What follows belongs to an exercise in optimizing a design on an open flow for small area, a short achievable clock period and few clock cycles; a production flow would make more cautious choices. Function was checked by simulation only, so behaviour that the tests miss may differ from the original. Power is estimated from default activity; no workload was simulated.

## 02-25
Design rx_framer, start of the top module:
module rx_framer #(
    parameter CAP         = 128,         
    parameter IDX_W       = 7,           
    parameter MAX_PAYLOAD = 48,          
    parameter STG_AW      = 6            
) (
    input  wire             clk,
    input  wire             rst,           
    input  wire             init,          
    input  wire             rx_valid,      
    input  wire [7:0]       rx_data,
    input  wire             cfg_valid,     
    input  wire [7:0]       cfg_max_type,
    input  wire [1:0]       cfg_sel,       
    output wire [7:0]       val_type,      
    output wire [7:0]       val_len,
    input  wire             val_ok,
    output wire             disp_valid,    
    input  wire             disp_ready,
    output wire [1:0]       disp_tag,
    output wire [7:0]       disp_type,
    output wire [7:0]       disp_len,
    input  wire [STG_AW-1:0] stg_raddr,    
    output wire [7:0]       stg_rdata,
    output wire [IDX_W-1:0] rx_count,      
    output wire [15:0]      overflow_count,
    output wire             rx_fault,
    output wire             configured
);
Size: ~3900 cells after synthesis, ~0.060 sq mm of cells after synthesis.
Settings: LEC_CHECK=0, CAP_MARGIN=20, CORE_MARGIN=2, CORE_UTILIZATION=55, CTS_CLUSTER_DIAMETER=100, CTS_CLUSTER_SIZE=24, SETUP_SLACK_MARGIN=4.4, SLEW_MARGIN=20, SYNTH_HIERARCHICAL=1, SYNTH_MINIMUM_KEEP_SIZE=0; clock period 8.5 ns.
run.sh (not shown) runs the stock make flow with config.mk's settings and CLKGATE_MAP_FILE= SYNTH_SCRIPT=/design/flow/synth_recipe.tcl, a recipe that flattens the netlist after the stock synthesis.
02-25 finished every step from synthesis to the final layout, and the layout passed the timing, DRC and antenna checks.
Testbench counts of 02-25, summed over its fixed seeds: cycles 14,796.
Here is what was changed in the inputs of 10-03 compared with 02-25.
# 02-25
export LEC_CHECK = 0
export CAP_MARGIN = 20
export CORE_MARGIN = 2
export CORE_UTILIZATION = 55
export CTS_CLUSTER_DIAMETER = 100
export CTS_CLUSTER_SIZE = 24
export SETUP_SLACK_MARGIN = 4.4
export SLEW_MARGIN = 20
export SYNTH_HIERARCHICAL = 1
export SYNTH_MINIMUM_KEEP_SIZE = 0
create_clock -name core_clock -period 8.5 [get_ports {clk}]
# 10-03
export LEC_CHECK = 0
export CAP_MARGIN = 20
export CORE_MARGIN = 2
export CORE_UTILIZATION = 55
export CTS_CLUSTER_DIAMETER = 110
export CTS_CLUSTER_SIZE = 28
export SETUP_SLACK_MARGIN = 4.7
export SLEW_MARGIN = 20
export SYNTH_HIERARCHICAL = 1
export SYNTH_MINIMUM_KEEP_SIZE = 0
create_clock -name core_clock -period 8.5 [get_ports {clk}]
Results
On 10-03: share of power burned in combinational logic is 0.8 points higher than what 02-25 gave.
Against 02-25 as the reference, 10-03 delivers a lower total power.
The power in sequential cells of 10-03 and that of 02-25 are within noise of each other.
When 10-03 is set beside 02-25, its shortest period the worst path allows turns out to be 0.0041 ns larger.
Looking at highest routed metal layer, the met4 result is from 10-03; the met5 one comes from 02-25.
The setup slack in 10-03 sits 0.0041 ns below the value recorded for 02-25.
Taking 02-25 as the reference, in 10-03 clock-buffer cell count went down by 18%; via count level; routability-driven placement congestion ratio now sits lower; design internal power shows a reduction of 240 uW.
Diff 02-25 -> 10-03 | met1 demand-to-capacity share in global routing | increase of 0.80 points
Relative to 02-25, the global-route wire length before repair of 10-03 is higher by 0.61%.

== quartz ==
rx_framer again, from the RTL that the note above started with.
make LEC_CHECK=0 CAP_MARGIN=20 CORE_MARGIN=2 CORE_UTILIZATION=65 CTS_CLUSTER_DIAMETER=110 CTS_CLUSTER_SIZE=26 SETUP_SLACK_MARGIN=4.1 SLEW_MARGIN=20 SYNTH_HIERARCHICAL=1 SYNTH_MINIMUM_KEEP_SIZE=0 finish   # period 8.5 ns
Testbench counts of quartz, summed over its fixed seeds: cycles 14,796.
## Diff of input files: nickel against quartz
Settings: changing SETUP_SLACK_MARGIN from 4.1 to 4.4; changing CTS_CLUSTER_DIAMETER from 110 to 120; changing CTS_CLUSTER_SIZE from 26 to 30.
- Core utilization across nickel and quartz: no real change.
- Clock share of power: nickel < quartz
- Pin count of the biggest net entering global routing sits higher in nickel than in quartz.
- | clock power | higher: quartz |
- Worst-margin pin slew (nickel over quartz): decrease, 0.0036 ns
- Compared to quartz, nickel has final critical delay including setup and external delays 0.052 ns lower.
- nickel vs. quartz: post-route worst setup slack increased by 0.052 ns relative to the old numbers, maximum frequency increased by about 1.1% relative to the old numbers.
- Of nickel and quartz, the lower routed metal-1 wire length belongs to quartz.
- The overall fraction of global-route tracks in use was comparable across nickel and quartz.
- Power in combinational cells: nickel and quartz compared, lower one is quartz
### nickel -> maple
Settings: CORE_UTILIZATION now 55, was 65.
Notes after the runs:
- Comparing maple with nickel, the final area came out essentially unchanged.
- Vias: maple below nickel
- Of maple and nickel, it is maple that has the higher number of fill cells in the layout.
- Against nickel, maple reports a post-detailed-placement half-perimeter wirelength that is higher.
- Final cell count: maple higher than nickel
- Diff nickel -> maple | sum of routed wire segments on met1 | up by a little under 10%
- maple — net switching power 2.5% higher, nickel as reference
- Final critical-path share of the clock period came out higher on maple than on nickel.
- maple vs nickel — global placer's final weighted congestion climbed slightly
- Area growth from synthesis to layout: maple vs nickel, no meaningful difference
- After detailed routing, nickel needs less wire than maple.

==> port drivers added, routing unchanged <==
How much do the figures lean on ideal ports? The routed layouts below were timed once more, with nothing changed but the port constraints. Step 1 sets driving cells, clkbuf_16 on the clock port and buf_2 on the other inputs (assumed; they add their load-dependent delay and slew). Step 2 times the ports against the registers' clock, not the clock port: input delays grow and output delays shrink by t, the midpoint of the rising clock arrivals with the driver on. Three values: ideal ports, drivers, drivers and shift; two values: the first two.
run | t (ns) | slack for setup (ns) | worst setup path after step 2 | slew at the worst register clock pin (ns) | worst slew at a driven data input, ns
02-25 | 0.751 | 3.543 / 3.488 / 3.488 | input to output | 0.11 / 0.11 | 0.06
10-03 | 0.817 | 3.539 / 3.476 / 3.476 | input to output | 0.12 / 0.12 | 0.11
quartz | 0.744 | 3.657 / 3.569 / 3.405 | input to register | 0.11 / 0.11 | 0.09
nickel | 0.767 | 3.709 / 3.629 / 3.629 | input to output | 0.12 / 0.12 | 0.10
maple | 0.801 | 3.570 / 3.506 / 3.506 | input to output | 0.12 / 0.12 | 0.06
After both steps every run listed still meets setup and hold. For quartz, which loses most, drivers alone change the setup slack by -0.088 ns; drivers and shift together by -0.252 ns.
